This design comes from an exercise in tuning for a short achievable clock period and few clock cycles on the open sky130 flow, not from production work.
In this exercise RTL edits were held to simulation tests only and were not proved equivalent to the original.
No activity file was given, so power comes from the tool's default toggle rates.

**flow/run.sh**
```bash
#!/bin/bash
# synth_recipe.tcl (not shown) runs the flow's synth.tcl, then flattens the netlist and writes it again
# the make line also repeats each setting of config.mk as NAME=value (left out here)
make -C /OpenROAD-flow-scripts/flow DESIGN_CONFIG=/design/flow/config.mk WORK_HOME=/design/flow/orfs CLKGATE_MAP_FILE= SYNTH_SCRIPT=/design/flow/synth_recipe.tcl finish
```
**flow/config.mk**
```make
export PLATFORM = sky130hd
export DESIGN_NAME = nibble_cpu
export DESIGN_NICKNAME = nibble_cpu
export VERILOG_FILES = /design/flow/design.v
export SDC_FILE = /design/flow/constraint.sdc
export NUM_CORES = 4
export LEC_CHECK = 0
export CAP_MARGIN = 20
export CORE_MARGIN = 2
export CORE_UTILIZATION = 40
export SLEW_MARGIN = 20
```
**flow/constraint.sdc**
```tcl
create_clock -name core_clock -period 5.0 [get_ports {clk}]
set_input_delay 1.0000 -clock core_clock [delete_from_list [all_inputs] [get_ports {clk}]]
set_output_delay 1.0000 -clock core_clock [all_outputs]
set_load 0.01 [all_outputs]
```
**flow/design.v**
```verilog
module nibble_cpu (
    input  wire       clk,
    input  wire       rst,           
    output wire       imem_en,
    output wire [3:0] imem_addr,
    input  wire [7:0] imem_rdata,
    input  wire       imem_present,  
    input  wire       in_valid,
    input  wire [3:0] in_data,
    output wire       in_ready,
    output wire       out_valid,
    output wire [3:0] out_data,
    input  wire       rearm,
    output wire       halted,
    output wire [3:0] final_a,
    output wire       final_c,
    output wire       fault,
    output wire [3:0] fault_pc
);
    localparam OP_NOP   = 4'h0;
    localparam OP_LOAD  = 4'h1;
    localparam OP_ADD   = 4'h2;
    localparam OP_SUB   = 4'h3;
    localparam OP_AND   = 4'h4;
    localparam OP_OR    = 4'h5;
    localparam OP_JMP   = 4'h6;
    localparam OP_JZ    = 4'h7;
    localparam OP_JNZ   = 4'h8;
    localparam OP_STORE = 4'h9;
    localparam OP_LOADM = 4'hA;
    localparam OP_ADDM  = 4'hB;
    localparam OP_SUBM  = 4'hC;
    localparam OP_HALT  = 4'hD;
    localparam OP_IN    = 4'hE;
    localparam OP_OUT   = 4'hF;
    localparam S_FETCH = 1'b0;
    localparam S_EXEC  = 1'b1;
    reg  [3:0] pc;
    reg  [3:0] acc;
    reg        c_flag;
    reg        z_flag;
    reg  [3:0] mem [0:15];
    reg        halted_q;
    reg  [3:0] final_a_q;
    reg        final_c_q;
    reg        fault_q;
    reg  [3:0] fault_pc_q;
    reg        state;
    wire       running = !halted_q && !fault_q;
    wire [3:0] opcode  = imem_rdata[7:4];
    wire [3:0] operand = imem_rdata[3:0];
    wire [3:0] mem_rd  = mem[operand];
    wire       exec_cycle = (state == S_EXEC) && imem_present;
    wire       in_wait    = exec_cycle && (opcode == OP_IN);
    wire       exec_done  = exec_cycle && (!in_wait || in_valid);
    wire [4:0] add_imm = {1'b0, acc} + {1'b0, operand};
    wire [4:0] sub_imm = {1'b0, acc} - {1'b0, operand};
    wire [4:0] add_mem = {1'b0, acc} + {1'b0, mem_rd};
    wire [4:0] sub_mem = {1'b0, acc} - {1'b0, mem_rd};
    reg  [3:0] acc_next;
    reg        c_next;
    reg  [3:0] pc_next;
    always @(*) begin
        acc_next = acc;
        c_next   = c_flag;
        pc_next  = pc + 4'd1;
        case (opcode)
            OP_LOAD:  acc_next = operand;
            OP_ADD:   begin acc_next = add_imm[3:0]; c_next = add_imm[4]; end
            OP_SUB:   begin acc_next = sub_imm[3:0]; c_next = sub_imm[4]; end
            OP_AND:   acc_next = acc & operand;
            OP_OR:    acc_next = acc | operand;
            OP_JMP:   pc_next  = operand;
            OP_JZ:    if (z_flag)  pc_next = operand;
            OP_JNZ:   if (!z_flag) pc_next = operand;
            OP_LOADM: acc_next = mem_rd;
            OP_ADDM:  begin acc_next = add_mem[3:0]; c_next = add_mem[4]; end
            OP_SUBM:  begin acc_next = sub_mem[3:0]; c_next = sub_mem[4]; end
            OP_IN:    acc_next = in_data;
            default:  ;
        endcase
    end
    integer i;
    always @(posedge clk) begin
        if (rst) begin
            state      <= S_FETCH;
            pc         <= 4'd0;
            acc        <= 4'd0;
            c_flag     <= 1'b0;
            z_flag     <= 1'b0;
            halted_q   <= 1'b0;
            final_a_q  <= 4'd0;
            final_c_q  <= 1'b0;
            fault_q    <= 1'b0;
            fault_pc_q <= 4'd0;
            for (i = 0; i < 16; i = i + 1)
                mem[i] <= 4'd0;
        end else begin
            if (rearm && halted_q)
                halted_q <= 1'b0;
            case (state)
                S_FETCH: begin
                    if (running)
                        state <= S_EXEC;
                end
                S_EXEC: begin
                    if (!imem_present) begin
                        fault_q    <= 1'b1;
                        fault_pc_q <= pc;
                        state      <= S_FETCH;
                    end else if (exec_done) begin
                        acc    <= acc_next;
                        c_flag <= c_next;
                        pc     <= pc_next;
                        z_flag <= (acc_next == 4'd0);
                        if (opcode == OP_STORE)
                            mem[operand] <= acc;
                        if (opcode == OP_HALT) begin
                            halted_q  <= 1'b1;
                            final_a_q <= acc;
                            final_c_q <= c_flag;
                        end
                        state <= S_FETCH;
                    end
                end
            endcase
        end
    end
    assign imem_en   = (state == S_FETCH) && running;
    assign imem_addr = pc;
    assign in_ready  = in_wait;
    assign out_valid = exec_cycle && (opcode == OP_OUT);
    assign out_data  = acc;
    assign halted    = halted_q;
    assign final_a   = final_a_q;
    assign final_c   = final_c_q;
    assign fault     = fault_q;
    assign fault_pc  = fault_pc_q;
endmodule
```
==> results.txt <==
==> cells in the mapped netlist, types with 9 or more instances <==
master / count / area, um2
inv_1: 17 / 63.81
mux4_2: 10 / 225.2
mux2i_1: 11 / 110.1
nor3_2: 28 / 280.3
o21ai_0: 9 / 45.04
buf_2: 9 / 45.04
ha_1: 21 / 262.8
clkbuf_1: 17 / 63.81
nor2_1: 34 / 127.6
nor3_1: 29 / 145.1
dfxtp_1: 22 / 440.4
nand2_1: 14 / 52.55
nor4_1: 18 / 112.6
a21oi_1: 18 / 90.09
edfxtp_1: 64 / 1922
o21bai_1: 15 / 112.6
==> power groups by stage <==
stage | Sequential [mW] | Combinational (mW) | Clock (mW)
after floorplan | 0.814 | 0.188 | 0
after global placement | 0.818 | 0.270 | 0
after detailed placement | 0.819 | 0.271 | 0
after CTS | 0.803 | 0.272 | 0.685
after global routing | 0.805 | 0.298 | 0.711
final | 0.803 | 0.273 | 0.673
==> registers in the layout, summed over array words and instances (netlist names), 4 cells and up <==
name / flops
mem: 64
acc: 4
fault_pc_q: 4
pc: 4
final_a_q: 4
==> cell type report <==
type                       instances  area (um2)  share of cell area
multi-input combinational        316        2636              0.4318
sequential                        86        2362              0.3869
timing repair buffer              52       498.0             0.08156
clock buffer                      10       229.0             0.03750
tap                              176       220.2             0.03607
inverter                          24       90.09             0.01475
clock inverter                     6       70.07             0.01148
==> through the flow <==
step           utilization  instances  cell area (um2)  total power [mW]
2_1_floorplan            -        464             5296             1.002
3_3_place_gp        0.4438        654             5807             1.088
3_5_place_dp        0.4438        654             5807             1.090
4_1_cts             0.4666        670             6106             1.761
5_1_grt             0.4666        670             6106             1.815
6_report            0.4666        670             6106             1.750
==> worst max-delay path: cells and delay by family <==
| kind | cells | cell delay [ns] |
|---|---|---|
| buf+inv | 3 | 0.85 |
| mux | 2 | 0.85 |
| compound gates | 5 | 0.75 |
| fa+ha+maj | 1 | 0.44 |
| simple gates | 2 | 0.40 |
| xor+xnor | 1 | 0.17 |
==> placed cells by master, fill, tap and decap left out, types with 9 or more instances in the layout <==
cell type,netlist,routed
a21oi_1,18,18
buf_4,0,13
clkbuf_16,0,9
clkdlybuf4s50_1,0,38
dfxtp_1,22,22
edfxtp_1,64,64
ha_1,21,21
inv_1,17,17
mux2i_1,11,11
mux4_2,10,10
nand2_1,14,14
nor2_1,34,34
nor3_1,29,29
nor3_2,28,28
nor4_1,18,18
o21ai_0,9,9
o21bai_1,15,15
==> logic make-up (layout without fill, tap and decap cells) <==
| kind of cell | count (synthesis) | after routing |
|---|---|---|
| fa+ha+maj | 25 | 25 |
| flops | 86 | 86 |
| xor+xnor | 5 | 5 |
| mux | 29 | 29 |
| simple gates | 160 | 160 |
| compound gates | 97 | 97 |
| buf+inv | 62 | 92 |
==> final timing paths <==
kind / slack [ns] / start / cells after the start / endpoint
setup / recovery: 0.79 / imem_rdata[0] / 14 / acc[2]
hold / removal: 0.47 / fault_q / 2 / fault_q
setup reg to reg: 1.71 / acc[0] / 9 / z_flag
hold reg to reg: 0.47 / fault_q / 2 / fault_q
==> metal layers <==
| metal | share of wire | track usage |
|---|---|---|
| met3 | 0.036 | 0.02634 |
| met4 | 0.013 | 0.05357 |
| met1 | 0.45 | 0.2568 |
| met5 | 0 | 0 |
| met2 | 0.50 | 0.3132 |
==> impl_metrics.yaml <==
sta:
  relSlewSlack: 0.3357
  whs_ns: 0.4660
  fmax_mhz: 237.7
  final.setup.worst_slack_ns: 0.7922
  post-route-period-util: 0.8416
  setup_tns_ns: 0
  rsz0062_at_grt: "false"
  setup_viol: 0
  tightestPinTransition_ns: 0.9941
  finalHoldViolations: 0
  slew_viol_final: 0
  period_needed_ns: 4.208
  clock_skew_ns: 0.008548
worst_setup_path:
  cp_max_fo: 24
  slowest_stage: "mux4_1"
  cpPeakStageDelay_ns: 0.58
  cp-start-kind: "input pin"
  crit_required_ns: 5.27
  cp_cell_sequence: "clkdlybuf4s50_1 > buf_12 > mux4_1 > a22o_1 > a221oi_2 > inv_1 > fa_1 > xor2_1 > or3_1 > o311ai_1 > a211oi_1 > a2bb2oi_1 > mux2_2 > nor2_1"
  end_kind: "flip-flop"
  setup.worst_path.class: "input pin to flip-flop"
  arrival_ns: 4.48
logic_synthesis:
  yosysSeqAreaShare: 0.4460
  syn_area_per_cell_um2: 11.41
  synth-edff-count: 64
  synthXorXnorAreaFrac: 0.008268
  synthDistinctLibCells: 69
  syn-cell-area_um2: 5296
  synth-compound-area-share: 0.1356
  synth_top_family_by_area: "simple AND/OR/NAND/NOR gates"
  postSynthNetCount: 506
  synth-simple-area-share: 0.1918
  synth_fa_ha_area_frac: 0.06473
  muxShareOfSynthArea: 0.09733
  synthFlopType: "edfxtp_1"
  synthCells: 464
  synthArstFlopShare: 0
  synth_seq_cells: 86
  yosys_warnings: 1
placement:
  hpwl_mm: 9.091
  dp_slack_ns: 0.4752
  port-buffer-count: 38
  gp_congestion: 0.8767
power_and_ir_drop:
  clkPwrFrac: 0.385
  p_comb_frac: 0.156
  irDropWorstVdd_v: 0.0001530
  power_leakage_nw: 2.093
  p_int_mw: 1.289
  power.switching_mw: 0.4605
  swShare: 0.2632
  seqPwrFrac: 0.459
  powerDensity_nw_per_um2: 286.5
cts:
  clockRootBuffer: "clkbuf_16"
  hold_buffers: 0
  path_clk_slew_ns: 0.06
  cts_tree: "done"
  numCtsBuffers: 9
  post-cts-setup-buffer-count: 0
  h-tree-depth: 3
  ctsResizeCount: 0
  insertion_delay_ns: 0.34
  cts_max_path_buffers: 2
  numClockSinks: 86
min_path:
  hp-class: "flip-flop to flip-flop"
floorplanning:
  core_area_um2: 13090
  initial_core_util: 0.4048
  die_width_um: 119.1
  dieHeight_um: 119.1
  ios: 39
  rows: 42
  dieArea_um2: 14180
routing:
  antenna_left: 0
  drc: 0
  vias_per_cell: 5.754
  avgRoutedWirePerCell_um: 19.29
  vias: 3855
  dr.pass1.iters: 5
  wirelength_mm: 12.92
  drtIter0Drc: 383
global_routing:
  grt_pass1_vias: 3701
  overflow: 0
  grt_max_degree: 40
  track_usage: 0.1882
  antenna_found_initial: 0
  grt_pass1_wl_mm: 20.69
run:
  maxCapViolCount: 0
run_status:
  status: "timing/DRC/antenna clean"
cells_and_area:
  layout.nets: 531
  num_antenna_cells: 0
  layout-drive-gt1-share: 0.1761
  fillerInstances: 1178
  area_growth_pct: 15.28
Testbench counts, summed over its fixed seeds: cycles 241,530.

static timing again, ports no longer ideal:
The results above use ideal ports. As a check the final layout listed here was re-extracted and re-timed, cells and wires unchanged.
Step 1 assumes that a clkbuf_16 drives the clock port and a buf_2 every other input.
Step 2 moves the port delays by t, midway between the first and last clock arrival at a register: inputs arrive t later, outputs are due t later. That takes back most of the time a late clock gives input paths.
Three values: ideal, step 1, step 2; two values: the first two.
t (ns): 0.376
setup slack, ns: 0.792 / 0.809 / 0.433
slew at the worst register clock pin (ns): 0.07 / 0.07
After both steps this run still meets setup and hold. For this run, drivers alone change the setup slack by +0.017 ns; drivers and shift together by -0.359 ns.
